From an optimization exercise on the open Yosys and OpenROAD flow, aimed at small area; shortcuts taken in it are not production practice. The RTL was checked by simulation tests, not by an equivalence proof against the original design. Power is estimated from default activity; no workload was simulated.

--- design/flow/config.mk ---
export PLATFORM = sky130hd
export DESIGN_NAME = udma_uart
export DESIGN_NICKNAME = udma_uart
export VERILOG_FILES = /design/flow/design.v
export SDC_FILE = /design/flow/constraint.sdc
export NUM_CORES = 4
export LEC_CHECK = 0
export CAP_MARGIN = 20
export CORE_MARGIN = 2
export CORE_UTILIZATION = 40
export SLEW_MARGIN = 20
--- design/flow/constraint.sdc ---
create_clock -name core_clock -period 12.0 [get_ports {clk}]
set_input_delay 2.4000 -clock core_clock [delete_from_list [all_inputs] [get_ports {clk}]]
set_output_delay 2.4000 -clock core_clock [all_outputs]
set_load 0.01 [all_outputs]
--- design/flow/design.v ---
module udma_uart (
  input  wire        clk,
  input  wire        rst,
  input  wire        cg,
  input  wire        rx_in,
  output wire        tx_out,
  output reg         evt_rx,
  output reg         evt_tx,
  input  wire        reg_valid,
  input  wire        reg_write,
  input  wire [1:0]  reg_sz,
  input  wire [6:0]  reg_off,
  input  wire [31:0] reg_wdata,
  output reg  [31:0] reg_rdata,
  output reg         reg_err,
  output reg         tx_req_valid,
  output wire [31:0] tx_req_addr,
  output wire [2:0]  tx_req_n,
  input  wire        tx_rsp_valid,
  input  wire [31:0] tx_rsp_data,
  output reg         rx_req_valid,
  output wire [31:0] rx_req_addr,
  output wire [2:0]  rx_req_n,
  output wire [31:0] rx_req_data,
  input  wire        rx_rsp_valid
);
  localparam POOL = 4;
  localparam TX_IDLE   = 3'd0;
  localparam TX_START  = 3'd1;
  localparam TX_DATA   = 3'd2;
  localparam TX_PARITY = 3'd3;
  localparam TX_STOP   = 3'd4;
  localparam RX_WAIT_START = 2'd0;
  localparam RX_DATA       = 2'd1;
  localparam RX_PARITY     = 2'd2;
  localparam RX_WAIT_STOP  = 2'd3;
  function automatic [31:0] add3_32(input [31:0] a, input [2:0] b);
    reg c, bk;
    integer k;
    begin
      c = 1'b0;
      for (k = 0; k < 32; k = k + 1) begin
        bk = (k < 3) ? b[k] : 1'b0;
        add3_32[k] = a[k] ^ bk ^ c;
        c = (a[k] & bk) | (a[k] & c) | (bk & c);
      end
    end
  endfunction
  function automatic [19:0] sub3_20(input [19:0] a, input [2:0] b);
    reg w, bk;
    integer k;
    begin
      w = 1'b0;
      for (k = 0; k < 20; k = k + 1) begin
        bk = (k < 3) ? b[k] : 1'b0;
        sub3_20[k] = a[k] ^ bk ^ w;
        w = (~a[k] & bk) | (~a[k] & w) | (bk & w);
      end
    end
  endfunction
  function automatic [16:0] dec17(input [16:0] a);
    reg w;
    integer k;
    begin
      w = 1'b1;
      for (k = 0; k < 17; k = k + 1) begin
        dec17[k] = a[k] ^ w;
        w = ~a[k] & w;
      end
    end
  endfunction
  function automatic [16:0] add17(input [16:0] a, input [16:0] b, input ci);
    reg c;
    integer k;
    begin
      c = ci;
      for (k = 0; k < 17; k = k + 1) begin
        add17[k] = a[k] ^ b[k] ^ c;
        c = (a[k] & b[k]) | (a[k] & c) | (b[k] & c);
      end
    end
  endfunction
  reg [31:0] rx_saddr, tx_saddr;
  reg        rx_cont,  tx_cont;
  reg [1:0]  rx_ds,    tx_ds;
  reg        rx_en,    tx_en;
  reg [2:0]               rx_dcnt,   tx_dcnt;
  reg [POOL-2:0][31:0]    rx_pstart, tx_pstart;
  reg [POOL-2:0][19:0]    rx_ptotal, tx_ptotal;
  reg [POOL-2:0][1:0]     rx_pds,    tx_pds;
  reg [POOL-2:0]          rx_pcont,  tx_pcont;
  reg [31:0]              rx_daddr,  tx_daddr;
  reg [19:0]              rx_drem,   tx_drem;
  reg [1:0]               rx_cds,    tx_cds;
  reg                     rx_ccont,  tx_ccont;
  reg [3:0][7:0] rx_stage, tx_stage;
  reg [2:0]      rx_scnt,  tx_scnt;
  reg        rx_out_v,  tx_out_v;
  reg [2:0]  rx_out_n,  tx_out_n;
  reg        rx_out_disc, tx_out_disc;
  reg        rx_rdy_v,  tx_rdy_v;
  reg [1:0]  parity_mode;
  reg        stop2;
  reg [15:0] clkdiv;
  reg [2:0]  tx_state;
  reg [7:0]  tx_shift;
  reg [2:0]  tx_bit;
  reg        tx_stop;
  reg [15:0] tx_cnt;
  reg        tx_line;
  reg [1:0]  rx_state;
  reg [7:0]  rx_shift;
  reg [2:0]  rx_bit;
  reg [16:0] rx_cnt;
  reg        rx_prev;
  assign tx_out      = tx_line;
  assign tx_req_addr = tx_daddr;
  assign tx_req_n    = tx_out_n;
  assign rx_req_addr = rx_daddr;
  assign rx_req_n    = rx_out_n;
  assign rx_req_data = rx_stage;
  reg [31:0] n_rx_saddr, n_tx_saddr;
  reg        n_rx_cont,  n_tx_cont;
  reg [1:0]  n_rx_ds,    n_tx_ds;
  reg        n_rx_en,    n_tx_en;
  reg [2:0]               n_rx_dcnt,   n_tx_dcnt;
  reg [POOL-2:0][31:0]    n_rx_pstart, n_tx_pstart;
  reg [POOL-2:0][19:0]    n_rx_ptotal, n_tx_ptotal;
  reg [POOL-2:0][1:0]     n_rx_pds,    n_tx_pds;
  reg [POOL-2:0]          n_rx_pcont,  n_tx_pcont;
  reg [31:0]              n_rx_daddr,  n_tx_daddr;
  reg [19:0]              n_rx_drem,   n_tx_drem;
  reg [1:0]               n_rx_cds,    n_tx_cds;
  reg                     n_rx_ccont,  n_tx_ccont;
  reg [3:0][7:0] n_rx_stage, n_tx_stage;
  reg [2:0]      n_rx_scnt,  n_tx_scnt;
  reg        n_rx_out_v,  n_tx_out_v;
  reg [2:0]  n_rx_out_n,  n_tx_out_n;
  reg        n_rx_out_disc, n_tx_out_disc;
  reg        n_rx_rdy_v,  n_tx_rdy_v;
  reg [1:0]  n_parity_mode;
  reg        n_stop2;
  reg [15:0] n_clkdiv;
  reg [2:0]  n_tx_state;
  reg [7:0]  n_tx_shift;
  reg [2:0]  n_tx_bit;
  reg        n_tx_stop;
  reg [15:0] n_tx_cnt;
  reg        n_tx_line;
  reg [1:0]  n_rx_state;
  reg [7:0]  n_rx_shift;
  reg [2:0]  n_rx_bit;
  reg [16:0] n_rx_cnt;
  reg        n_rx_prev;
  reg        n_evt_rx, n_evt_tx;
  reg        n_tx_req_valid, n_rx_req_valid;
  reg        acc_ok;
  reg [2:0]  unit;
  reg [2:0]  nn;
  reg        pb;
  reg [1:0]  tx_idx;
  reg [16:0] tx_cnt_dec, rx_cnt_dec;
  integer    i;
  always @* begin
    n_rx_saddr = rx_saddr;   n_tx_saddr = tx_saddr;
    n_rx_cont  = rx_cont;    n_tx_cont  = tx_cont;
    n_rx_ds    = rx_ds;      n_tx_ds    = tx_ds;
    n_rx_en    = rx_en;      n_tx_en    = tx_en;
    n_rx_dcnt   = rx_dcnt;   n_tx_dcnt   = tx_dcnt;
    n_rx_pstart = rx_pstart; n_tx_pstart = tx_pstart;
    n_rx_ptotal = rx_ptotal; n_tx_ptotal = tx_ptotal;
    n_rx_pds    = rx_pds;    n_tx_pds    = tx_pds;
    n_rx_pcont  = rx_pcont;  n_tx_pcont  = tx_pcont;
    n_rx_daddr  = rx_daddr;  n_tx_daddr  = tx_daddr;
    n_rx_drem   = rx_drem;   n_tx_drem   = tx_drem;
    n_rx_cds    = rx_cds;    n_tx_cds    = tx_cds;
    n_rx_ccont  = rx_ccont;  n_tx_ccont  = tx_ccont;
    n_rx_stage = rx_req_valid ? (rx_stage >> {rx_out_n, 3'b000}) : rx_stage;
    n_tx_stage = tx_stage;
    n_rx_scnt  = rx_scnt;    n_tx_scnt  = tx_scnt;
    n_rx_out_v    = rx_out_v;    n_tx_out_v    = tx_out_v;
    n_rx_out_n    = rx_out_n;    n_tx_out_n    = tx_out_n;
    n_rx_out_disc = rx_out_disc; n_tx_out_disc = tx_out_disc;
    n_rx_rdy_v    = rx_rdy_v;    n_tx_rdy_v    = tx_rdy_v;
    n_parity_mode = parity_mode;
    n_stop2       = stop2;
    n_clkdiv      = clkdiv;
    n_tx_state = tx_state;  n_tx_shift = tx_shift;  n_tx_bit = tx_bit;
    n_tx_stop  = tx_stop;   n_tx_cnt   = tx_cnt;    n_tx_line = tx_line;
    n_rx_state = rx_state;  n_rx_shift = rx_shift;  n_rx_bit = rx_bit;
    n_rx_cnt   = rx_cnt;    n_rx_prev  = rx_prev;
    n_evt_rx = 1'b0;
    n_evt_tx = 1'b0;
    n_tx_req_valid = 1'b0;
    n_rx_req_valid = 1'b0;
    reg_rdata = 32'd0;
    reg_err   = 1'b0;
    acc_ok    = 1'b0;
    unit      = 3'd0;
    nn        = 3'd0;
    pb        = 1'b0;
    tx_idx    = 2'd0;
    tx_cnt_dec = dec17({1'b0, tx_cnt});
    rx_cnt_dec = dec17(rx_cnt);
    if (n_rx_rdy_v) begin
      if (!n_rx_out_disc) begin
        n_rx_daddr = add3_32(rx_daddr, rx_out_n);
        n_rx_drem  = sub3_20(rx_drem, rx_out_n);
        if (rx_drem == {17'd0, rx_out_n}) begin
          n_evt_rx = 1'b1;
          n_rx_daddr = rx_pstart[0];
          n_rx_drem  = rx_ptotal[0];
          if (!rx_ccont) begin
            n_rx_cds   = rx_pds[0];
            n_rx_ccont = rx_pcont[0];
            if (!rx_pcont[0]) begin
              for (i = 0; i < POOL-2; i = i + 1) begin
                n_rx_pstart[i] = rx_pstart[i+1];
                n_rx_ptotal[i] = rx_ptotal[i+1];
                n_rx_pds[i]    = rx_pds[i+1];
                n_rx_pcont[i]  = rx_pcont[i+1];
              end
            end
            n_rx_dcnt = n_rx_dcnt - 3'd1;
            if (n_rx_dcnt == 3'd0)
              n_rx_scnt = 3'd0;           
          end
        end
      end
      n_rx_out_v = 1'b0;
      n_rx_rdy_v = 1'b0;
    end
    if (n_tx_rdy_v) begin
      if (!n_tx_out_disc) begin
        n_tx_scnt  = n_tx_out_n;
        n_tx_daddr = add3_32(tx_daddr, tx_out_n);
        n_tx_drem  = sub3_20(tx_drem, tx_out_n);
        if (tx_drem == {17'd0, tx_out_n}) begin
          n_evt_tx = 1'b1;
          n_tx_daddr = tx_pstart[0];
          n_tx_drem  = tx_ptotal[0];
          if (!tx_ccont) begin
            n_tx_cds   = tx_pds[0];
            n_tx_ccont = tx_pcont[0];
            if (!tx_pcont[0]) begin
              for (i = 0; i < POOL-2; i = i + 1) begin
                n_tx_pstart[i] = tx_pstart[i+1];
                n_tx_ptotal[i] = tx_ptotal[i+1];
                n_tx_pds[i]    = tx_pds[i+1];
                n_tx_pcont[i]  = tx_pcont[i+1];
              end
            end
            n_tx_dcnt = n_tx_dcnt - 3'd1;
          end
        end
      end
      n_tx_out_v = 1'b0;
      n_tx_rdy_v = 1'b0;
    end
    if (rx_rsp_valid) n_rx_rdy_v = 1'b1;
    if (tx_rsp_valid) begin
      n_tx_rdy_v = 1'b1;
      n_tx_stage = tx_rsp_data;
    end
    if (reg_valid) begin
      acc_ok = (reg_sz == 2'b10) && (reg_off[1:0] == 2'b00) &&
               (reg_off == 7'h00 || reg_off == 7'h04 || reg_off == 7'h08 ||
                reg_off == 7'h10 || reg_off == 7'h14 || reg_off == 7'h18 ||
                reg_off == 7'h20 || reg_off == 7'h24);
      if (acc_ok && reg_write) begin
        if ((reg_off == 7'h08 || reg_off == 7'h18) && reg_wdata[2:1] == 2'b11)
          acc_ok = 1'b0;
        if (reg_off == 7'h24 && reg_wdata[1:0] == 2'b11)
          acc_ok = 1'b0;
      end
      if (acc_ok && !reg_write) begin
        case (reg_off)
          7'h00: reg_rdata = n_rx_saddr;
          7'h04: reg_rdata = (n_rx_dcnt != 3'd0) ? {12'd0, n_rx_drem} : 32'd0;
          7'h08: reg_rdata = {26'd0, (n_rx_dcnt != 3'd0), n_rx_en, 1'b0, n_rx_ds, n_rx_cont};
          7'h10: reg_rdata = n_tx_saddr;
          7'h14: reg_rdata = (n_tx_dcnt != 3'd0) ? {12'd0, n_tx_drem} : 32'd0;
          7'h18: reg_rdata = {26'd0, (n_tx_dcnt != 3'd0), n_tx_en, 1'b0, n_tx_ds, n_tx_cont};
          7'h20: reg_rdata = {30'd0, (n_rx_state != RX_WAIT_START),
                              (n_tx_state != TX_IDLE) || (n_tx_scnt != 3'd0)};
          7'h24: reg_rdata = {n_clkdiv, 13'd0, n_stop2, n_parity_mode};
          default: reg_rdata = 32'd0;
        endcase
      end
      if (acc_ok && reg_write) begin
        case (reg_off)
          7'h00: n_rx_saddr = reg_wdata;
          7'h04: begin
            if (n_rx_en && reg_wdata[19:0] != 20'd0 && n_rx_dcnt != POOL) begin
              for (i = 0; i < POOL-1; i = i + 1) begin
                if ((n_rx_dcnt == 3'd0 && i == 0) ||
                    (n_rx_dcnt != 3'd0 && !n_rx_ccont && i[2:0] == n_rx_dcnt - 3'd1)) begin
                  n_rx_pstart[i] = n_rx_saddr;
                  n_rx_ptotal[i] = reg_wdata[19:0];
                  n_rx_pds[i]    = n_rx_ds;
                  n_rx_pcont[i]  = n_rx_cont;
                end
              end
              if (n_rx_dcnt == 3'd0) begin
                n_rx_daddr = n_rx_saddr;
                n_rx_drem  = reg_wdata[19:0];
                n_rx_cds   = n_rx_ds;
                n_rx_ccont = n_rx_cont;
              end
              n_rx_dcnt = n_rx_dcnt + 3'd1;
            end
          end
          7'h08: begin
            n_rx_cont = reg_wdata[0];
            n_rx_ds   = reg_wdata[2:1];
            n_rx_en   = reg_wdata[4];
            if (reg_wdata[6]) begin
              n_rx_dcnt = 3'd0;
              n_rx_scnt = 3'd0;
              if (n_rx_out_v) n_rx_out_disc = 1'b1;
            end
          end
          7'h10: n_tx_saddr = reg_wdata;
          7'h14: begin
            if (n_tx_en && reg_wdata[19:0] != 20'd0 && n_tx_dcnt != POOL) begin
              for (i = 0; i < POOL-1; i = i + 1) begin
                if ((n_tx_dcnt == 3'd0 && i == 0) ||
                    (n_tx_dcnt != 3'd0 && !n_tx_ccont && i[2:0] == n_tx_dcnt - 3'd1)) begin
                  n_tx_pstart[i] = n_tx_saddr;
                  n_tx_ptotal[i] = reg_wdata[19:0];
                  n_tx_pds[i]    = n_tx_ds;
                  n_tx_pcont[i]  = n_tx_cont;
                end
              end
              if (n_tx_dcnt == 3'd0) begin
                n_tx_daddr = n_tx_saddr;
                n_tx_drem  = reg_wdata[19:0];
                n_tx_cds   = n_tx_ds;
                n_tx_ccont = n_tx_cont;
              end
              n_tx_dcnt = n_tx_dcnt + 3'd1;
            end
          end
          7'h18: begin
            n_tx_cont = reg_wdata[0];
            n_tx_ds   = reg_wdata[2:1];
            n_tx_en   = reg_wdata[4];
            if (reg_wdata[6]) begin
              n_tx_dcnt = 3'd0;
              n_tx_scnt = 3'd0;
              if (n_tx_out_v) n_tx_out_disc = 1'b1;
            end
          end
          7'h24: begin
            n_parity_mode = reg_wdata[1:0];
            n_stop2       = reg_wdata[2];
            n_clkdiv      = reg_wdata[31:16];
          end
          default: ;   
        endcase
      end
      reg_err = !acc_ok;
    end
    if (cg) begin
      tx_idx = n_tx_out_n[1:0] - n_tx_scnt[1:0];
      if (n_tx_state == TX_IDLE) begin
        if (n_tx_scnt != 3'd0) begin
          n_tx_shift = n_tx_stage[tx_idx];
          n_tx_scnt  = n_tx_scnt - 3'd1;
          n_tx_state = TX_START;
          n_tx_line  = 1'b0;
          n_tx_cnt   = n_clkdiv;
        end
      end else if (n_tx_cnt != 16'd0) begin
        n_tx_cnt = tx_cnt_dec[15:0];
      end else begin
        case (n_tx_state)
          TX_START: begin
            n_tx_state = TX_DATA;
            n_tx_bit   = 3'd0;
            n_tx_line  = n_tx_shift[0];
            n_tx_cnt   = n_clkdiv;
          end
          TX_DATA: begin
            if (n_tx_bit != 3'd7) begin
              n_tx_bit  = n_tx_bit + 3'd1;
              n_tx_line = n_tx_shift[n_tx_bit];
            end else if (n_parity_mode != 2'd0) begin
              n_tx_state = TX_PARITY;
              n_tx_line  = (n_parity_mode == 2'd1) ? ^n_tx_shift : ~^n_tx_shift;
            end else begin
              n_tx_state = TX_STOP;
              n_tx_stop  = 1'b0;
              n_tx_line  = 1'b1;
            end
            n_tx_cnt = n_clkdiv;
          end
          TX_PARITY: begin
            n_tx_state = TX_STOP;
            n_tx_stop  = 1'b0;
            n_tx_line  = 1'b1;
            n_tx_cnt   = n_clkdiv;
          end
          TX_STOP: begin
            if (!n_tx_stop && n_stop2) begin
              n_tx_stop = 1'b1;
              n_tx_line = 1'b1;
              n_tx_cnt  = n_clkdiv;
            end else if (n_tx_scnt != 3'd0) begin
              n_tx_shift = n_tx_stage[tx_idx];
              n_tx_scnt  = n_tx_scnt - 3'd1;
              n_tx_state = TX_START;
              n_tx_line  = 1'b0;
              n_tx_cnt   = n_clkdiv;
            end else begin
              n_tx_state = TX_IDLE;
              n_tx_line  = 1'b1;
            end
          end
          default: ;
        endcase
      end
      case (n_rx_state)
        RX_WAIT_START: begin
          if (n_rx_prev && !rx_in) begin
            n_rx_state = RX_DATA;
            n_rx_bit   = 3'd0;
            n_rx_cnt   = add17({1'b0, n_clkdiv}, {2'b00, n_clkdiv[15:1]}, n_clkdiv[0]);
          end
        end
        RX_DATA: begin
          if (n_rx_cnt != 17'd0) begin
            n_rx_cnt = rx_cnt_dec;
          end else begin
            n_rx_shift = {rx_in, n_rx_shift[7:1]};
            n_rx_cnt = {1'b0, n_clkdiv};
            if (n_rx_bit != 3'd7) begin
              n_rx_bit = n_rx_bit + 3'd1;
            end else if (n_parity_mode != 2'd0) begin
              n_rx_state = RX_PARITY;
            end else begin
              if (n_rx_dcnt != 3'd0 && n_rx_scnt != 3'd4) begin
                n_rx_stage[n_rx_scnt[1:0]] = n_rx_shift;
                n_rx_scnt = n_rx_scnt + 3'd1;
              end
              n_rx_state = RX_WAIT_STOP;
            end
          end
        end
        RX_PARITY: begin
          if (n_rx_cnt != 17'd0) begin
            n_rx_cnt = rx_cnt_dec;
          end else begin
            pb = (n_parity_mode == 2'd1) ? ^n_rx_shift : ~^n_rx_shift;
            if (n_parity_mode == 2'd0 || rx_in == pb) begin
              if (n_rx_dcnt != 3'd0 && n_rx_scnt != 3'd4) begin
                n_rx_stage[n_rx_scnt[1:0]] = n_rx_shift;
                n_rx_scnt = n_rx_scnt + 3'd1;
              end
            end
            n_rx_state = RX_WAIT_STOP;
            n_rx_cnt   = {1'b0, n_clkdiv};
          end
        end
        RX_WAIT_STOP: begin
          if (n_rx_cnt != 17'd0) n_rx_cnt = rx_cnt_dec;
          else                   n_rx_state = RX_WAIT_START;
        end
        default: ;
      endcase
      n_rx_prev = rx_in;
    end
    if (n_rx_dcnt != 3'd0 && !n_rx_out_v) begin
      unit = 3'd1 << n_rx_cds;
      nn   = (n_rx_drem[19:3] == 17'd0 && n_rx_drem[2:0] < unit) ? n_rx_drem[2:0] : unit;
      if (n_rx_scnt >= nn) begin
        n_rx_out_v     = 1'b1;
        n_rx_out_n     = nn;
        n_rx_out_disc  = 1'b0;
        n_rx_req_valid = 1'b1;
        n_rx_scnt      = n_rx_scnt - nn;
      end
    end
    if (n_tx_dcnt != 3'd0 && !n_tx_out_v && n_tx_scnt == 3'd0) begin
      unit = 3'd1 << n_tx_cds;
      nn   = (n_tx_drem[19:3] == 17'd0 && n_tx_drem[2:0] < unit) ? n_tx_drem[2:0] : unit;
      n_tx_out_v     = 1'b1;
      n_tx_out_n     = nn;
      n_tx_out_disc  = 1'b0;
      n_tx_req_valid = 1'b1;
    end
    if (rst && reg_valid)
      reg_err = 1'b1;
  end
  always @(posedge clk) begin
    if (rst) begin
      rx_saddr <= 32'd0;  tx_saddr <= 32'd0;
      rx_cont  <= 1'b0;   tx_cont  <= 1'b0;
      rx_ds    <= 2'd0;   tx_ds    <= 2'd0;
      rx_en    <= 1'b0;   tx_en    <= 1'b0;
      rx_dcnt  <= 3'd0;   tx_dcnt  <= 3'd0;
      rx_scnt  <= 3'd0;   tx_scnt  <= 3'd0;
      rx_out_v <= 1'b0;   tx_out_v <= 1'b0;
      rx_rdy_v <= 1'b0;   tx_rdy_v <= 1'b0;
      parity_mode <= 2'd0;
      stop2       <= 1'b0;
      clkdiv      <= 16'd0;
      tx_state <= TX_IDLE;
      tx_line  <= 1'b1;
      rx_state <= RX_WAIT_START;
      rx_prev  <= 1'b1;
      evt_rx <= 1'b0;
      evt_tx <= 1'b0;
      tx_req_valid <= 1'b0;
      rx_req_valid <= 1'b0;
    end else begin
      rx_saddr <= n_rx_saddr;  tx_saddr <= n_tx_saddr;
      rx_cont  <= n_rx_cont;   tx_cont  <= n_tx_cont;
      rx_ds    <= n_rx_ds;     tx_ds    <= n_tx_ds;
      rx_en    <= n_rx_en;     tx_en    <= n_tx_en;
      rx_dcnt  <= n_rx_dcnt;   tx_dcnt  <= n_tx_dcnt;
      rx_scnt  <= n_rx_scnt;   tx_scnt  <= n_tx_scnt;
      rx_out_v <= n_rx_out_v;  tx_out_v <= n_tx_out_v;
      rx_rdy_v <= n_rx_rdy_v;  tx_rdy_v <= n_tx_rdy_v;
      parity_mode <= n_parity_mode;
      stop2       <= n_stop2;
      clkdiv      <= n_clkdiv;
      tx_state <= n_tx_state;
      tx_line  <= n_tx_line;
      rx_state <= n_rx_state;
      rx_prev  <= n_rx_prev;
      evt_rx <= n_evt_rx;
      evt_tx <= n_evt_tx;
      tx_req_valid <= n_tx_req_valid;
      rx_req_valid <= n_rx_req_valid;
    end
  end
  always @(posedge clk) begin
    rx_pstart <= n_rx_pstart;  tx_pstart <= n_tx_pstart;
    rx_ptotal <= n_rx_ptotal;  tx_ptotal <= n_tx_ptotal;
    rx_pds    <= n_rx_pds;     tx_pds    <= n_tx_pds;
    rx_pcont  <= n_rx_pcont;   tx_pcont  <= n_tx_pcont;
    rx_cds    <= n_rx_cds;     tx_cds    <= n_tx_cds;
    rx_ccont  <= n_rx_ccont;   tx_ccont  <= n_tx_ccont;
    rx_daddr  <= n_rx_daddr;   tx_daddr  <= n_tx_daddr;
    rx_drem   <= n_rx_drem;    tx_drem   <= n_tx_drem;
    rx_stage <= n_rx_stage;    tx_stage <= n_tx_stage;
    rx_out_n    <= n_rx_out_n;     tx_out_n    <= n_tx_out_n;
    rx_out_disc <= n_rx_out_disc;  tx_out_disc <= n_tx_out_disc;
    tx_shift <= n_tx_shift;  tx_bit <= n_tx_bit;
    tx_stop  <= n_tx_stop;   tx_cnt <= n_tx_cnt;
    rx_shift <= n_rx_shift;  rx_bit <= n_rx_bit;
    rx_cnt   <= n_rx_cnt;
  end
endmodule
--- design/flow/run.sh ---
#!/bin/bash
# synth_recipe.tcl (not shown) runs the flow's synth.tcl, then flattens the netlist and writes it again
# the make line also repeats each setting of config.mk as NAME=value (left out here)
make -C /OpenROAD-flow-scripts/flow DESIGN_CONFIG=/design/flow/config.mk WORK_HOME=/design/flow/orfs CLKGATE_MAP_FILE= SYNTH_SCRIPT=/design/flow/synth_recipe.tcl finish
==> results of run 1 <==
## worst max-delay path: cells and delay by family
family	cells	cell delay (ps)
AOI/OAI and AO/OA	2	820
adders and majority gates	14	5200
buffers and inverters	6	1340
muxes	2	530
and+or+nand+nor	1	720
## layer usage
| layer | part of all wire (%) | global-route usage [%] | up-vias |
|---|---|---|---|
| li1 | - | - | 13700 |
| met1 | 43 | 31.4 | 13600 |
| met2 | 46 | 37.4 | 1030 |
| met3 | 7.7 | 4.41 | 175 |
| met4 | 3.1 | 7.58 | 4 |
| met5 | 0.019 | 0 | - |
## stage by stage
stage	util, %	power [mW]
6_report	47.2	6.76
5_1_grt	47.2	7.09
4_1_cts	47.2	6.81
3_5_place_dp	44.1	4.40
3_3_place_gp	44.1	4.38
2_1_floorplan	-	3.72
## Yosys cell counts, types with 6 or more instances
cell type,count
and3_1,6
fa_1,22
nand3_1,114
inv_1,146
a222oi_1,40
nor3_1,57
buf_2,14
a211oi_1,20
nand2b_1,18
ha_1,167
o211a_1,8
or4_1,7
buf_1,24
nand4_1,23
xnor2_1,20
o221ai_1,6
o22a_1,15
a21boi_0,11
dfxtp_1,514
clkbuf_1,245
a22o_1,10
a22oi_1,15
nor2_1,374
a21oi_1,362
nor2b_1,17
o31ai_1,19
o211ai_1,69
mux4_2,10
nand2_1,581
nor4_1,29
and2_1,23
a31oi_1,35
o21ai_0,100
nor3b_1,7
o311ai_0,15
edfxtp_1,172
xor2_1,6
o22ai_1,38
mux2i_1,261
o32ai_1,13
mux2_2,60
## area by class of cell
cell class	count	share of cell area, %
diodes	1	0.00623
clock buffers	126	6.00
clock inverters	20	0.433
inverters	147	1.37
multi-input cells	2685	43.4
flip-flops and latches	686	38.5
well taps	1144	3.56
repair buffers	288	6.78
## path summary, 6_finish.rpt
check                     endpoint  cells after the start                  start
max           rx_cnt[15]$_DFFE_PP_                     25             reg_off[5]
min           tx_stage[25]$_DFF_P_                      1   tx_stage[25]$_DFF_P_
max reg2reg  rx_scnt[2]$_SDFF_PP0_                     29  rx_out_n[2]$_DFFE_PP_
min reg2reg   tx_stage[25]$_DFF_P_                      1   tx_stage[25]$_DFF_P_
## flip-flops by register name, indices dropped and copies added, names as in the netlist, 6 cells and up
name / count
clkdiv: 16
rx_cnt: 17
rx_daddr: 32
rx_drem: 20
rx_pds: 6
rx_pstart: 96
rx_ptotal: 60
rx_saddr: 32
rx_shift: 8
rx_stage: 32
tx_cnt: 16
tx_daddr: 32
tx_drem: 20
tx_pds: 6
tx_pstart: 96
tx_ptotal: 60
tx_saddr: 32
tx_shift: 8
tx_stage: 32
## layout by cell type (no fill, tap or decap), types with 100 or more instances in the layout
master,count
mux2i_1,261
clkdlybuf4s50_1,219
ha_1,167
a21oi_1,362
dfxtp_1,514
inv_1,146
nand2_1,579
edfxtp_1,172
nand3_1,113
nor2_1,371
o21ai_0,100
## power groups by stage
| stage | combinational, mW | sequential (mW) | clock (mW) |
|---|---|---|---|
| 6_report | 1.51 | 2.84 | 2.41 |
| 5_1_grt | 1.67 | 2.88 | 2.55 |
| 4_1_cts | 1.51 | 2.85 | 2.45 |
| 3_5_place_dp | 1.50 | 2.90 | 0 |
| 3_3_place_gp | 1.48 | 2.90 | 0 |
| 2_1_floorplan | 0.839 | 2.88 | 0 |
## cells by family after synthesis
group	share of synthesized area (%)
AOI/OAI and AO/OA	15.7
xor gates and xnor gates	0.727
adders and majority gates	7.38
buffers and inverters	4.82
DFF	44.9
muxes	10.2
and+or+nand+nor	16.2
==> key figures, run 1 <==
Yosys
  – Top cells by area, synth: dfxtp_1 (30%), edfxtp_1 (15%), mux2i_1 (7.6%)
  – Yosys top cell area share: 29.9%
  – Ys async rst share: 0%
  – Synth Register Bits: 686
  – Yosys warning count: 1
  – Synth Flop Type: dfxtp_1
  – Post-Syn Nets: 4074
  – Mapped Area: 34400 um^2
  – Post-synth EDFFs: 172
  – Unique masters post-synth: 93
  – Cells after Synth: 3804
  – Avg Inst Size Synth: 9.05 um^2
  – Largest area contributor in the netlist: dfxtp_1
  – Register area share after synthesis: 44.9%

Die
  – Die X: 297 um
  – Num rows: 107
  – Die area: 88400 um^2
  – Core Area: 85100 um^2
  – I/O pin count: 221
  – Die Y-Extent: 297 um
  – Initial Util: 40.4%

STA
  – FMAX: 94.0 MHz
  – Worst slew margin: 26.3%
  – Worst Tran Pin Value: 1100 ps
  – Skew final: 31.5 ps
  – Post-layout min period: 10640 ps
  – Setup TNS: 0 ps
  – Setup violators final: 0
  – Fraction of the cycle the final worst path needs: 88.6%
  – Setup ws final: 1360 ps
  – Final max-slew violation count: 0
  – Hold slack: 469 ps
  – Fin. Hold Viols: 0
  – RSZ-0062 raised after global routing: no

Cells and area
  – FF+latch area: 15500 um^2
  – Layout cell share with drive strength beyond 1: 7.59%
  – Final net count: 4157
  – Post-Layout Cell Count: 5097
  – Fillers: 8203
  – Design Area, Final: 40200 um^2
  – Syn-to-layout area delta: 16.8%
  – Multi-input gate area: 17400 um^2

Routing
  – DR vias/cell: 5.60
  – Routed Wire Length: 106000 um
  – WL/cell: 20.8 um
  – Drt pass-1 iters: 9
  – First DRT Iteration DRCs: 2869
  – Routed Antenna Nets: 0
  – DR vias: 28600
  – Number of remaining DRC errors: 0

GRT
  – Vias in the first global route: 27000
  – Pin count of the biggest net entering global routing: 111
  – GRT Util Overall: 23.2%
  – Overflow after GRT: 0
  – Global-route wire length before repair: 162000 um
  – Initial antenna violation count: 4

Clocking
  – TritonCTS Buffers: 79
  – Clock Latency Late Sink: 630 ps
  – CTS tree: done
  – # resized after CTS: 0
  – Cts hold-fix bufs: 0
  – Sink Count: 686
  – CTS H-Tree Depth: 3
  – Setup bufs post-CTS: 0
  – CTS root buf: clkbuf_16
  – Clock tree buffer depth: 3
  – CTS clock-pin slew for the worst setup and hold paths: 60 ps

Power
  – Pint: 4.77 mW
  – Switching portion of total power: 29.5%
  – Leakage power: 15.0 nW
  – Sw power: 1.99 mW
  – Max VDD drop: 0.105 mV
  – Power Dens Cells: 168 nW/um^2
  – Flop pwr share: 42.0%
  – Combinational power share: 22.3%
  – Clock power share: 35.7%

Critical path
  – Largest stage delay, worst path: 720 ps
  – Crit path launch type: input port
  – Crit end category: register
  – Worst Path Class, Setup: in2reg
  – CP max FO: 23
  – Worst EP required: 12370 ps
  – CP Data Arrival Time: 11010 ps
  – Critical path's most frequent cell: fa_1
  – Reg2Reg Setup Slack: 2770 ps
  – CP max-delay cell: nor3b_1

Worst hold path
  – HP Class: reg2reg

Place
  – RePlAce Congestion: 0.881
  – Number of buffers added on ports: 220
  – Placed Cells: 4949
  – Post-DP HPWL: 71900 um
  – Dpl cell area: 37600 um^2
  – Pre-CTS worst setup slack: 896 ps

Run
  – Max-cap violations: 0

Status
  – Status: no timing/DRC/antenna violations
==> run 2, diff against run 1 <==
--- a/design/flow/design.v
+++ b/design/flow/design.v
@@ -109,8 +109,7 @@
   reg [15:0] tx_cnt;
   reg        tx_line;
   reg [1:0]  rx_state;
-  reg [7:0]  rx_shift;
-  reg [2:0]  rx_bit;
+  reg [7:0]  rx_shift;    
   reg [16:0] rx_cnt;
   reg        rx_prev;
   assign tx_out      = tx_line;
@@ -149,7 +148,6 @@
   reg        n_tx_line;
   reg [1:0]  n_rx_state;
   reg [7:0]  n_rx_shift;
-  reg [2:0]  n_rx_bit;
   reg [16:0] n_rx_cnt;
   reg        n_rx_prev;
   reg        n_evt_rx, n_evt_tx;
@@ -158,6 +156,7 @@
   reg [2:0]  unit;
   reg [2:0]  nn;
   reg        pb;
+  reg        rx_last;
   reg [1:0]  tx_idx;
   reg [16:0] tx_cnt_dec, rx_cnt_dec;
   integer    i;
@@ -187,7 +186,7 @@
     n_clkdiv      = clkdiv;
     n_tx_state = tx_state;  n_tx_shift = tx_shift;  n_tx_bit = tx_bit;
     n_tx_stop  = tx_stop;   n_tx_cnt   = tx_cnt;    n_tx_line = tx_line;
-    n_rx_state = rx_state;  n_rx_shift = rx_shift;  n_rx_bit = rx_bit;
+    n_rx_state = rx_state;  n_rx_shift = rx_shift;
     n_rx_cnt   = rx_cnt;    n_rx_prev  = rx_prev;
     n_evt_rx = 1'b0;
     n_evt_tx = 1'b0;
@@ -199,6 +198,7 @@
     unit      = 3'd0;
     nn        = 3'd0;
     pb        = 1'b0;
+    rx_last   = 1'b0;
     tx_idx    = 2'd0;
     tx_cnt_dec = dec17({1'b0, tx_cnt});
     rx_cnt_dec = dec17(rx_cnt);
@@ -424,7 +424,7 @@
         RX_WAIT_START: begin
           if (n_rx_prev && !rx_in) begin
             n_rx_state = RX_DATA;
-            n_rx_bit   = 3'd0;
+            n_rx_shift = 8'b1000_0000;
             n_rx_cnt   = add17({1'b0, n_clkdiv}, {2'b00, n_clkdiv[15:1]}, n_clkdiv[0]);
           end
         end
@@ -432,10 +432,10 @@
           if (n_rx_cnt != 17'd0) begin
             n_rx_cnt = rx_cnt_dec;
           end else begin
+            rx_last    = n_rx_shift[0];
             n_rx_shift = {rx_in, n_rx_shift[7:1]};
             n_rx_cnt = {1'b0, n_clkdiv};
-            if (n_rx_bit != 3'd7) begin
-              n_rx_bit = n_rx_bit + 3'd1;
+            if (!rx_last) begin
             end else if (n_parity_mode != 2'd0) begin
               n_rx_state = RX_PARITY;
             end else begin
@@ -549,7 +549,7 @@
     rx_out_disc <= n_rx_out_disc;  tx_out_disc <= n_tx_out_disc;
     tx_shift <= n_tx_shift;  tx_bit <= n_tx_bit;
     tx_stop  <= n_tx_stop;   tx_cnt <= n_tx_cnt;
-    rx_shift <= n_rx_shift;  rx_bit <= n_rx_bit;
+    rx_shift <= n_rx_shift;
     rx_cnt   <= n_rx_cnt;
   end
 endmodule
==> run 2 against run 1 <==
First-iteration DRC count is 11% lower. Sequential cell count is 3 lower. Final cell count is 0.53% lower. Critical path type unchanged. Critical endpoint unchanged. Largest power group unchanged. Highest routed layer unchanged.
==> key figures, run 2 <==
STA
  – Setup TNS: 0 ps (unchanged)
  – Hold slack: 465 ps (-4.03 ps)
  – Setup violators final: 0 (unchanged)
  – Post-layout min period: 10520 ps (-116 ps)
  – Worst Tran Pin Value: 1130 ps (+27.1 ps)
  – Skew final: 25.1 ps (-6.40 ps)
  – RSZ-0062 raised after global routing: no
  – Final max-slew violation count: 0 (unchanged)
  – FMAX: 95.0 MHz (+1.1%)
  – Fin. Hold Viols: 0 (unchanged)
  – Fraction of the cycle the final worst path needs: 87.7% (-0.97 points)
  – Worst slew margin: 24.6% (-1.7 points)

Run
  – Max-cap violations: 0 (unchanged)

Cells and area
  – Most common cell after layout, fill and taps aside: nand2_1
  – Final net count: 4143 (-0.34%)
  – Layout cell share with drive strength beyond 1: 8.46% (+0.87 points)
  – Post-Layout Cell Count: 5070 (-0.53%)
  – Syn-to-layout area delta: 16.8% (about the same)
  – Fillers: 8107 (-1.2%)
  – Design Area, Final: 39700 um^2 (-1.2%)
  – Commonest non-fill, non-tap cells in the layout: nand2_1 (685), dfxtp_1 (514), nor2_1 (326)
  – Largest regs: rx_pstart x96, tx_pstart x96

Status
  – Status: no timing/DRC/antenna violations

Clocking
  – CTS root buf: clkbuf_16
  – # resized after CTS: 0 (unchanged)
  – CTS H-Tree Depth: 3 (unchanged)
  – Sink Count: 683 (-0.44%)
  – Cts hold-fix bufs: 0 (unchanged)
  – TritonCTS Buffers: 75 (-5.1%)
  – Clock Latency Late Sink: 620 ps (about the same)
  – Setup bufs post-CTS: 0 (unchanged)
  – CTS clock-pin slew for the worst setup and hold paths: 60 ps (about the same)
  – CTS tree: done
  – Clock tree buffer depth: 3 (unchanged)

Power
  – Power Dens Cells: 164 nW/um^2 (-2.8%)
  – Pint: 4.58 mW (-3.9%)
  – Sw power: 1.92 mW (-4.0%)
  – Leakage power: 15.8 nW (+5.0%)
  – Combinational power share: 21.1% (-1.2 points)
  – Max VDD drop: 0.0952 mV (-9.0%)
  – Flop pwr share: 42.9% (+0.9 points)
  – Clock power share: 36.0% (+0.3 points)
  – Switching portion of total power: 29.5% (about the same)

Yosys
  – Cells after Synth: 3785 (-0.50%)
  – Post-synth EDFFs: 169 (-1.7%)
  – Complex-gate fraction of the synthesized area: 15.9% (+0.20 points)
  – Top cells by area, synth: dfxtp_1 (30%), edfxtp_1 (15%), nand2_1 (7.6%)
  – Simple-Gate Fraction of Synth Area: 16.3% (+0.048 points)
  – Avg Inst Size Synth: 8.98 um^2 (-0.76%)
  – Synth Flop Type: dfxtp_1
  – Largest area contributor in the netlist: dfxtp_1
  – Unique masters post-synth: 83 (-11%)
  – Most numerous cell in the Yosys netlist: nand2_1
  – Synth Register Bits: 683 (-0.44%)
  – Multiplexer share of the synthesized area: 9.82% (-0.39 points)
  – Register area share after synthesis: 45.2% (+0.31 points)
  – Post-synth top cells: nand2_1 (687), dfxtp_1 (514), nor2_1 (333)
  – Yosys top cell area share: 30.3% (+0.38 points)
  – Post-Syn Nets: 4052 (-0.54%)
  – Mapped Area: 34000 um^2 (-1.3%)
  – Ys async rst share: 0% (unchanged)
  – Post-synthesis adder-cell area fraction: 7.36% (-0.016 points)
  – Largest family of logic cells by synthesized area: simple AND/OR/NAND/NOR gates
  – Yosys warning count: 1 (unchanged)
  – XOR/XNOR share of the synthesized area: 0.711% (-0.017 points)

GRT
  – Initial antenna violation count: 6 (+2)
  – Pin count of the biggest net entering global routing: 111 (unchanged)
  – Overflow after GRT: 0 (unchanged)
  – GRT Util Overall: 24.1% (+0.92 points)
  – Vias in the first global route: 26700 (-1.1%)
  – Global-route wire length before repair: 163000 um (+0.68%)

Die
  – Core Area: 83800 um^2 (-1.6%)
  – Initial Util: 40.5% (+0.12 points)
  – Die Y-Extent: 295 um (-0.62%)
  – Num rows: 106 (-0.93%)
  – Die area: 87300 um^2 (-1.2%)
  – Die X: 295 um (-0.62%)
  – I/O pin count: 221 (unchanged)

Critical path
  – CP max-delay cell: nor4b_2
  – CP max FO: 17 (-26%)
  – Crit path launch type: input port
  – Largest stage delay, worst path: 710 ps (about the same)
  – Worst EP required: 12360 ps (about the same)
  – Crit-path cells: clkdlybuf4s50_1, nor4b_2, nand2_1, nor4_4, buf_4, mux2_2, fa_1, inv_1, fa_1, inv_1, fa_1, fa_1, fa_1, fa_1, fa_1, fa_1, fa_1, fa_1, fa_1, fa_1, fa_1, ha_1, mux2_2
  – Crit end category: register
  – Critical path's most frequent cell: fa_1
  – Worst Path Class, Setup: in2reg
  – CP Data Arrival Time: 10880 ps (-130 ps)

Routing
  – WL/cell: 21.2 um (+1.9%)
  – Routed Wire Length: 108000 um (+1.4%)
  – Number of remaining DRC errors: 0 (unchanged)
  – First DRT Iteration DRCs: 2543 (-11%)
  – Routed Antenna Nets: 0 (unchanged)
  – DR vias/cell: 5.58 (-0.44%)
  – DR vias: 28300 (-0.96%)
  – Drt pass-1 iters: 10 (+1)

Place
  – Dpl cell area: 37200 um^2 (-1.0%)
  – Placed Cells: 4932 (-0.34%)
  – Number of buffers added on ports: 220 (unchanged)
  – RePlAce Congestion: 0.903 (+2.5%)
  – Post-DP HPWL: 73800 um (+2.7%)

Worst hold path
  – HP Class: reg2reg
==> run 2: worst max-delay path: cells and delay by family <==
kind,cells,cell delay (ps)
fa+ha+maj,14,5070
buf+inv,4,1190
mux,2,670
simple gates,3,1540
==> run 2: worst paths after layout <==
kind                                             from                    end  slack (ps)  depth (start not counted)
worst max-delay path                       reg_off[2]   rx_cnt[15]$_DFFE_PP_        1480                         23
worst min-delay path            rx_pstart[31]$_DFF_P_  rx_pstart[31]$_DFF_P_         460                          2
worst max register to register  rx_out_n[1]$_DFFE_PP_  rx_scnt[2]$_SDFF_PP0_        3210                         27
worst min register to register  rx_pstart[31]$_DFF_P_  rx_pstart[31]$_DFF_P_         460                          2
==> run 2: cell families (layout without fill, tap and decap cells) <==
family                   Yosys count  after routing
buffers and inverters            419            568
XOR/XNOR                          26             26
other                              0              2
adder cells (fa/ha/maj)          187            187
multiplexers                     309            309
flip-flops                       683            683
AND/OR/NAND/NOR                 1297           1297
AO/OA/AOI/OAI                    864            864
==> run 2: power groups by stage <==
stage	Sequential (mW)	Clock [mW]	Combinational, mW
floorplan	2.81	0	0.799
global route	2.81	2.46	1.52
finish	2.79	2.33	1.37
detailed placement	2.84	0	1.36
global placement	2.84	0	1.35
CTS	2.79	2.38	1.37
==> run 2: layer usage <==
metal / wire length, um / GRT usage (%)
met4: 2760 / 7.27
met5: 35 / 0
met1: 48200 / 33.4
met2: 49400 / 38.8
met3: 7230 / 3.72
==> run 2: stage by stage <==
| stage | power (mW) | setup WS, ps | utilization (%) |
|---|---|---|---|
| global route | 6.80 | 1160 | 47.4 |
| detailed placement | 4.20 | 946 | 44.4 |
| floorplan | 3.60 | 1560 | - |
| CTS | 6.54 | 1580 | 47.3 |
| finish | 6.49 | 1480 | 47.4 |
| global placement | 4.18 | 1060 | 44.4 |
==> run 2: final cells by class <==
type	count	area [um^2]	share of cell area (%)
Multi-Input combinational cell	2683	17200	43.2
Sequential cell	683	15400	38.7
Timing Repair Buffer	290	2730	6.87
Clock buffer	111	2320	5.85
Tap cell	1134	1420	3.57
Inverter	143	537	1.35
Clock inverter	24	165	0.416
Antenna cell	2	5.00	0.0126
==> run 3, diff against run 2 <==
==> design/flow/flow/run.sh (new file) <==
#!/bin/bash
# The standard layout (standard.sh: standard synthesis, floorplan,
# placement, CTS, routing), with two changes:
#  - the port buffers are buf_1 cells instead of the flow's default cell;
#  - CTS clusters up to 20 flip-flops within 80 um per leaf buffer and adds
#    no dummy loads.
# make's full output goes to standard.log here; ORFS keeps each step's log
# under orfs/logs/.
set -euo pipefail
export BUFFER_PORTS_ARGS="-buffer_cell sky130_fd_sc_hd__buf_1"
export CTS_ARGS="-sink_clustering_enable -repair_clock_nets -dont_use_dummy_load -sink_clustering_size 20 -sink_clustering_max_diameter 80"
bash standard.sh > standard.log 2>&1
==> design/flow/standard.sh (new file) <==
#!/bin/bash
# synth_recipe.tcl (not shown) runs the flow's synth.tcl, then flattens the netlist and writes it again
# the make line also repeats each setting of config.mk as NAME=value (left out here)
make -C /OpenROAD-flow-scripts/flow DESIGN_CONFIG=/design/flow/config.mk WORK_HOME=/design/flow/orfs CLKGATE_MAP_FILE= SYNTH_SCRIPT=/design/flow/synth_recipe.tcl "${@:-finish}"
--- a/design/flow/config.mk
+++ b/design/flow/config.mk
@@ -7,5 +7,5 @@
 export LEC_CHECK = 0
 export CAP_MARGIN = 20
 export CORE_MARGIN = 2
-export CORE_UTILIZATION = 40
+export CORE_UTILIZATION = 55
 export SLEW_MARGIN = 20
removed: design/flow/run.sh
==> run 3 against run 2 <==
Still clean on timing, DRC and antenna. Sequential share of layout area up 3.4 points. Die area shrank 27%. Synthesized area is the same. Setup slack lost 110 ps. Maximum frequency decreased by 1.1%. Synthesized cell count unchanged. Critical endpoint unchanged. Largest cell class unchanged. Largest power group unchanged.
==> key figures, run 3 <==
Status
  – Status: no timing/DRC/antenna violations

GRT
  – Pin count of the biggest net entering global routing: 111 (unchanged)
  – Initial antenna violation count: 1 (-5)
  – GRT Util Overall: 31.5% (+7.3 points)
  – Global-route wire length before repair: 158000 um (-3.4%)
  – Vias in the first global route: 27100 (+1.8%)
  – Overflow after GRT: 0 (unchanged)

Critical path
  – CP max FO: 10 (-7)
  – Worst Path Class, Setup: in2reg
  – Crit path launch type: input port
  – Crit end category: register
  – CP Data Arrival Time: 10940 ps (+60 ps)
  – Worst path bufs/invs: 4 (unchanged)
  – CP max-delay cell: nor4_4
  – CP top delay family: adder cells
  – Critical path's most frequent cell: fa_1
  – Worst EP required: 12310 ps (-50 ps)
  – Largest stage delay, worst path: 840 ps (+130 ps)
  – Crit-path cells: buf_1, nor4b_2, nand2_1, nor4_4, mux2i_1, maj3_1, inv_1, fa_1, inv_1, fa_1, inv_1, fa_1, fa_1, fa_1, fa_1, fa_1, fa_1, fa_1, fa_1, fa_1, fa_1, fa_1, ha_1, mux2_2

Place
  – RePlAce Congestion: 0.931 (+3.1%)
  – Number of buffers added on ports: 220 (unchanged)
  – Post-DP HPWL: 71600 um (-3.0%)

Yosys
  – Yosys top cell area share: 30.3% (unchanged)
  – Ys async rst share: 0% (unchanged)
  – Simple-Gate Fraction of Synth Area: 16.3% (unchanged)
  – Avg Inst Size Synth: 8.98 um^2 (unchanged)
  – Mapped Area: 34000 um^2 (unchanged)
  – Top cells by area, synth: dfxtp_1 (30%), edfxtp_1 (15%), nand2_1 (7.6%)
  – Post-synth top cells: nand2_1 (687), dfxtp_1 (514), nor2_1 (333)
  – Synth Register Bits: 683 (unchanged)
  – Post-synth EDFFs: 169 (unchanged)
  – XOR/XNOR share of the synthesized area: 0.711% (unchanged)
  – Post-synthesis adder-cell area fraction: 7.36% (unchanged)
  – Unique masters post-synth: 83 (unchanged)
  – Synth Flop Type: dfxtp_1
  – Largest family of logic cells by synthesized area: simple AND/OR/NAND/NOR gates
  – Register area share after synthesis: 45.2% (unchanged)
  – Post-Syn Nets: 4052 (unchanged)
  – Cells after Synth: 3785 (unchanged)
  – Largest area contributor in the netlist: dfxtp_1
  – Most numerous cell in the Yosys netlist: nand2_1
  – Multiplexer share of the synthesized area: 9.82% (unchanged)
  – Yosys warning count: 1 (unchanged)
  – Complex-gate fraction of the synthesized area: 15.9% (unchanged)

Cells and area
  – Commonest non-fill, non-tap cells in the layout: nand2_1 (685), dfxtp_1 (514), nor2_1 (327)
  – Largest regs: rx_pstart x96, tx_pstart x96
  – Syn-to-layout area delta: 7.49%
  – Most common cell after layout, fill and taps aside: nand2_1
  – Inserted Diodes: 0 (-2)
  – Final net count: 4111 (-0.77%)
  – Fillers: 5410 (-33%)
  – Layout cell share with drive strength beyond 1: 6.79% (-1.7 points)

Routing
  – Routed Wire Length: 102000 um (-4.8%)
  – DR vias: 28300 (+0.039%)
  – WL/cell: 22.1 um (+4.2%)
  – Drt pass-1 iters: 10 (unchanged)
  – Routed Antenna Nets: 0 (unchanged)
  – DR vias/cell: 6.11 (+9.5%)
  – First DRT Iteration DRCs: 2681 (+5.4%)
  – Number of remaining DRC errors: 0 (unchanged)

Die
  – Die area: 63800 um^2 (-27%)
  – Die X: 253 um (-15%)
  – Die Y-Extent: 253 um (-15%)
  – Initial Util: 55.4% (+15 points)
  – Core Area: 61400 um^2 (-27%)
  – I/O pin count: 221 (unchanged)
  – Num rows: 91 (-14%)

Power
  – Total power: 5.41 mW (-17%)
  – Switching portion of total power: 31.5% (+2.1 points)
  – Flop pwr share: 51.2% (+8.3 points)
  – Combinational power share: 22.8% (+1.7 points)
  – Pint: 3.70 mW (-19%)
  – Max VDD drop: 0.130 mV (+36%)
  – Sw power: 1.71 mW (-11%)
  – Clock power share: 26.0% (-10 points)
  – Leakage power: 14.5 nW (-8.0%)
  – Power Dens Cells: 148 nW/um^2 (-9.5%)

STA
  – Setup violators final: 0 (unchanged)
  – RSZ-0062 raised after global routing: no
  – Worst slew margin: 23.8% (-0.78 points)
  – Skew final: 52.0 ps (+26.9 ps)
  – Setup TNS: 0 ps (unchanged)
  – Fraction of the cycle the final worst path needs: 88.6% (+0.95 points)
  – Worst Tran Pin Value: 1140 ps (+15.9 ps)
  – FMAX: 94.0 MHz (-1.1%)
  – Post-layout min period: 10640 ps (+114 ps)
  – Fin. Hold Viols: 0 (unchanged)
  – Final max-slew violation count: 0 (unchanged)

Clocking
  – Clock Latency Late Sink: 600 ps (-20 ps)
  – CTS H-Tree Depth: 2 (-1)
  – Cts hold-fix bufs: 0 (unchanged)
  – CTS clock-pin slew for the worst setup and hold paths: 80 ps (+20 ps)
  – Clock tree buffer depth: 3 (unchanged)
  – TritonCTS Buffers: 43 (-43%)
  – CTS tree: done
  – Setup bufs post-CTS: 0 (unchanged)
  – CTS root buf: clkbuf_16
  – Sink Count: 683 (unchanged)
  – # resized after CTS: 0 (unchanged)

Worst hold path
  – HP Class: reg2reg

Run
  – Max-cap violations: 0 (unchanged)
run 3: cells by family (layout without fill, tap and decap cells):
family          Yosys count  after routing
mux                     309            309
simple gates           1297           1297
buf+inv                 419            476
fa+ha+maj               187            187
compound gates          864            864
xor+xnor                 26             26
flops                   683            683
run 3: layout make-up:
| cell class | instances | area (um^2) | area share, % |
|---|---|---|---|
| Clock buffer | 43 | 1080 | 2.95 |
| Inverter | 143 | 537 | 1.47 |
| Multi-Input combinational cell | 2683 | 17200 | 47.0 |
| Sequential cell | 683 | 15400 | 42.1 |
| Tap cell | 790 | 988 | 2.71 |
| Timing Repair Buffer | 290 | 1380 | 3.79 |
run 3: path summary, 6_finish.rpt:
check / from / to / slack [ps] / cells past startpoint
setup / recovery: reg_off[2] / rx_cnt[15]$_DFFE_PP_ / 1360 / 24
hold reg to reg: rx_pstart[33]$_DFF_P_ / rx_pstart[1]$_DFF_P_ / 450 / 2
setup reg to reg: rx_out_n[1]$_DFFE_PP_ / rx_scnt[2]$_SDFF_PP0_ / 3290 / 26
hold / removal: rx_pstart[33]$_DFF_P_ / rx_pstart[1]$_DFF_P_ / 450 / 2
run 3: power by group through the flow:
stage	clock (mW)	sequential (mW)	combinational, mW
5_1_grt	1.50	2.79	1.38
2_1_floorplan	0	2.81	0.799
6_report	1.41	2.77	1.23
3_5_place_dp	0	2.82	1.22
4_1_cts	1.43	2.76	1.23
3_3_place_gp	0	2.81	1.19
run 3: tightest hold or removal path: cells and delay by family (launching register included):
| family | cells | cell delay [ps] |
|---|---|---|
| compound gates | 1 | 70 |
| flops | 1 | 320 |
| simple gates | 1 | 50 |
run 3: metal layers:
layer | share of wire, % | wire length, um | vias to the layer above | track usage (%)
met1 | 44 | 45000 | 13800 | 43.3
li1 | - | - | 13500 | -
met4 | 2.9 | 2930 | 0 | 9.48
met3 | 6.5 | 6690 | 143 | 3.91
met2 | 47 | 47800 | 946 | 51.8
met5 | 0 | 0 | - | 0
run 3: per-stage QoR:
step	hold slack, ps	std cells	setup slack [ps]	area (um^2)	utilization [%]
3_3_place_gp	452	4587	1030	35400	57.7
6_report	454	4632	1360	36500	59.5
2_1_floorplan	440	3785	1560	34000	-
5_1_grt	487	4632	972	36500	59.5
3_5_place_dp	460	4587	847	35400	57.7
4_1_cts	449	4630	1440	36500	59.4
==> run 4, diff against run 3 <==
==> design/flow/flow/run.sh (replaced) <==
#!/bin/bash
# The standard layout (standard.sh: standard synthesis, floorplan,
# placement, CTS, routing), with two changes:
#  - the port buffers are buf_1 cells instead of the flow's default cell;
#  - CTS builds the tree from clkbuf_8 cells under a clkbuf_16 root,
#    clustering up to 16 flip-flops within 60 um per leaf buffer, and adds
#    no dummy loads.
# make's full output goes to standard.log here; ORFS keeps each step's log
# under orfs/logs/.
set -euo pipefail
export BUFFER_PORTS_ARGS="-buffer_cell sky130_fd_sc_hd__buf_1"
export CTS_ARGS="-sink_clustering_enable -repair_clock_nets -dont_use_dummy_load -sink_clustering_size 16 -sink_clustering_max_diameter 60 -buf_list sky130_fd_sc_hd__clkbuf_8 -root_buf sky130_fd_sc_hd__clkbuf_16"
bash standard.sh > standard.log 2>&1
==> run 4 against run 3 <==
Total power down 3.7%. Clock power down 14%. Synthesized cell count unchanged. Die area unchanged. Final cell count up 0.26%.
==> key figures, run 4 <==
Clocking
  – Cts hold-fix bufs: 0 (unchanged)
  – CTS H-Tree Depth: 2 (unchanged)
  – CTS clock-pin slew for the worst setup and hold paths: 100 ps (+20 ps)
  – CTS root buf: clkbuf_16
  – Clock Latency Late Sink: 600 ps (about the same)
  – CTS tree: done
  – Setup bufs post-CTS: 0 (unchanged)
  – # resized after CTS: 0 (unchanged)
  – TritonCTS Buffers: 56 (+30%)
  – Clock tree buffer depth: 3 (unchanged)
  – Sink Count: 683 (unchanged)

Critical path
  – R2r worst-path depth: 26 (unchanged)
  – Reg-to-Reg End: rx_scnt[2]$_SDFF_PP0_
  – CP max FO: 10 (unchanged)
  – Crit path launch type: input port
  – Worst EP required: 12310 ps (about the same)
  – Critical R2R Launch: rx_out_n[1]$_DFFE_PP_
  – Reg2Reg Setup Slack: 3230 ps (-60 ps)
  – Crit end category: register
  – Worst Path Class, Setup: in2reg
  – CP Data Arrival Time: 10930 ps (about the same)

GRT
  – Pin count of the biggest net entering global routing: 111 (unchanged)
  – Global-route wire length before repair: 158000 um (about the same)
  – Initial antenna violation count: 1 (unchanged)
  – Overflow after GRT: 0 (unchanged)
  – Vias in the first global route: 27200 (+0.24%)
  – GRT Util Overall: 31.5% (about the same)

Yosys
  – Most numerous cell in the Yosys netlist: nand2_1
  – Post-synth top cells: nand2_1 (687), dfxtp_1 (514), nor2_1 (333)
  – Synth Register Bits: 683 (unchanged)
  – Unique masters post-synth: 83 (unchanged)
  – Mapped Area: 34000 um^2 (unchanged)
  – Yosys warning count: 1 (unchanged)
  – Ys async rst share: 0% (unchanged)
  – Avg Inst Size Synth: 8.98 um^2 (unchanged)
  – Yosys top cell area share: 30.3% (unchanged)
  – Post-synth EDFFs: 169 (unchanged)
  – Synth Flop Type: dfxtp_1
  – Largest area contributor in the netlist: dfxtp_1
  – Post-Syn Nets: 4052 (unchanged)
  – Register area share after synthesis: 45.2% (unchanged)
  – Top cells by area, synth: dfxtp_1 (30%), edfxtp_1 (15%), nand2_1 (7.6%)
  – Cells after Synth: 3785 (unchanged)

Cells and area
  – Most common cell after layout, fill and taps aside: nand2_1
  – Inserted Diodes: 0 (unchanged)
  – Syn-to-layout area delta: 6.73%
  – Layout cell share with drive strength beyond 1: 7.08% (+0.29 points)
  – Post-Layout Cell Count: 4644 (+0.26%)
  – Final net count: 4123 (+0.29%)
  – Largest regs: rx_pstart x96, tx_pstart x96
  – Commonest non-fill, non-tap cells in the layout: nand2_1 (685), dfxtp_1 (514), nor2_1 (327)

Power
  – Power Dens Cells: 144 nW/um^2 (-3.0%)
  – Max VDD drop: 0.100 mV (-23%)
  – Leakage power: 14.4 nW (-0.74%)

Die
  – Die area: 63800 um^2 (unchanged)
  – Die Y-Extent: 253 um (unchanged)
  – Num rows: 91 (unchanged)
  – Die X: 253 um (unchanged)
  – Core Area: 61400 um^2 (unchanged)
  – Initial Util: 55.4% (unchanged)
  – I/O pin count: 221 (unchanged)

STA
  – Fin. Hold Viols: 0 (unchanged)
  – Skew final: 49.0 ps (-3.01 ps)
  – RSZ-0062 raised after global routing: no
  – Hold slack: 446 ps (-7.70 ps)
  – Setup violators final: 0 (unchanged)
  – Setup TNS: 0 ps (unchanged)
  – Worst Tran Pin Value: 1160 ps (+16.4 ps)
  – FMAX: 94.1 MHz (+0.12%)
  – Post-layout min period: 10620 ps (-12.7 ps)
  – Fraction of the cycle the final worst path needs: 88.5% (-0.11 points)
  – Worst slew margin: 22.7% (-1.1 points)
  – Final max-slew violation count: 0 (unchanged)

Worst hold path
  – HP Class: reg2reg
  – Hold path start: rx_pstart[33]$_DFF_P_
  – Hold path endpoint: rx_pstart[1]$_DFF_P_
  – Cell count of the worst hold path: 2 (unchanged)

Place
  – Number of buffers added on ports: 220 (unchanged)
  – Post-DP HPWL: 71600 um (unchanged)
  – Placed Cells: 4587 (unchanged)
  – RePlAce Congestion: 0.931 (unchanged)

Routing
  – WL/cell: 22.1 um (about the same)
  – First DRT Iteration DRCs: 2552 (-4.8%)
  – DR vias: 28400 (+0.32%)
  – Routed Antenna Nets: 0 (unchanged)
  – Number of remaining DRC errors: 0 (unchanged)
  – DR vias/cell: 6.11 (about the same)
  – Drt pass-1 iters: 10 (unchanged)
  – Routed Wire Length: 103000 um (+0.16%)

Run
  – Max-cap violations: 0 (unchanged)

Status
  – Status: no timing/DRC/antenna violations
## run 4: cell counts after synthesis
No cell type changed its count.
## run 4: worst max-delay path by stage
| stage | startpoint | end | slack (ps) |
|---|---|---|---|
| floorplan | reg_off[2] | rx_cnt[15]$_DFFE_PP_ | 1560 |
| global placement | reg_off[2] | rx_cnt[15]$_DFFE_PP_ | 1030 |
| detailed placement | reg_off[2] | rx_cnt[15]$_DFFE_PP_ | 850 |
| CTS | reg_off[2] | rx_cnt[15]$_DFFE_PP_ | 1440 |
| global route | reg_off[2] | rx_cnt[15]$_DFFE_PP_ | 990 |
| finish | reg_off[2] | rx_cnt[15]$_DFFE_PP_ | 1380 |
## run 4: cell families after synthesis
logic type	after synthesis	synth area share [%]
simple gates	1297	16.3
buf+inv	419	4.69
fa+ha+maj	187	7.36
xor+xnor	26	0.711
mux	309	9.82
flops	683	45.2
compound gates	864	15.9
## run 4: critical path, cell delays in order
cell and delay, ps:
buf_1 250, nor4b_2 720, nand2_1 290, nor4_4 820, mux2i_1 640, maj3_1 260, inv_1 50, fa_1 410
inv_1 80, fa_1 160, inv_1 50, fa_1 370, fa_1 400, fa_1 400, fa_1 390, fa_1 390
fa_1 390, fa_1 390, fa_1 390, fa_1 380, fa_1 400, fa_1 370, ha_1 270, mux2_2 260
## run 4: report_power, final
group / internal, mW / switching, mW
Sequential: 2.57 / 0.195
Combinational: 0.489 / 0.742
Clock: 0.457 / 0.748
Total: 3.52 / 1.69
## run 4: area by class of cell
class / count / area [um^2]
clock buffer: 56 / 827
timing repair buffer: 289 / 1380
inverter: 143 / 537
tap: 790 / 988
sequential: 683 / 15400
fill: 5453 / 25100
multi-input combinational: 2683 / 17200
## run 4: per-layer routing
layer	share of wire, %	vias up	GRT usage (%)
met2	46	982	51.4
met3	6.2	160	3.78
met4	3.3	0	10.3
li1	-	13500	-
met5	0	-	0
met1	44	13800	43.5
## run 4: through the flow
step / total power, mW / setup slack [ps] / util [%] / instance area, um^2
finish: 5.21 / 1380 / 59.1 / 36300
detailed placement: 4.04 / 847 / 57.7 / 35400
global placement: 3.99 / 1030 / 57.7 / 35400
global route: 5.48 / 987 / 59.1 / 36300
CTS: 5.23 / 1440 / 59.0 / 36200
floorplan: 3.60 / 1560 / - / 34000

[re-timing with driven ports]
The flow's constraints put no driver on any port. The routed layouts listed below were extracted and timed again, unchanged, in two steps. Step 1: set_driving_cell puts a clkbuf_16 on clk and a buf_2 on each other input, an assumption about the parent block. Step 2 adds t to the input delays and takes it off the output delays; t is the mean of the earliest and latest rising clock arrival at the registers after step 1. Input paths then give back, and output paths get back, about the clock's delay inside the block. a / b / c = ideal / step 1 / step 2; a / b = the first two.
run	t, ns	setup slack, ns	worst register clock-pin slew, ns
run 1	0.684	1.363 / 1.403 / 0.718	0.07 / 0.07
run 2	0.682	1.479 / 1.459 / 0.777	0.07 / 0.07
run 3	0.638	1.365 / 1.405 / 0.767	0.09 / 0.09
run 4	0.640	1.378 / 1.420 / 0.780	0.10 / 0.10
After both steps every run listed still meets setup and hold. The setup slack of run 2, which loses most, moves by -0.020 ns with the drivers and by -0.702 ns with both steps.
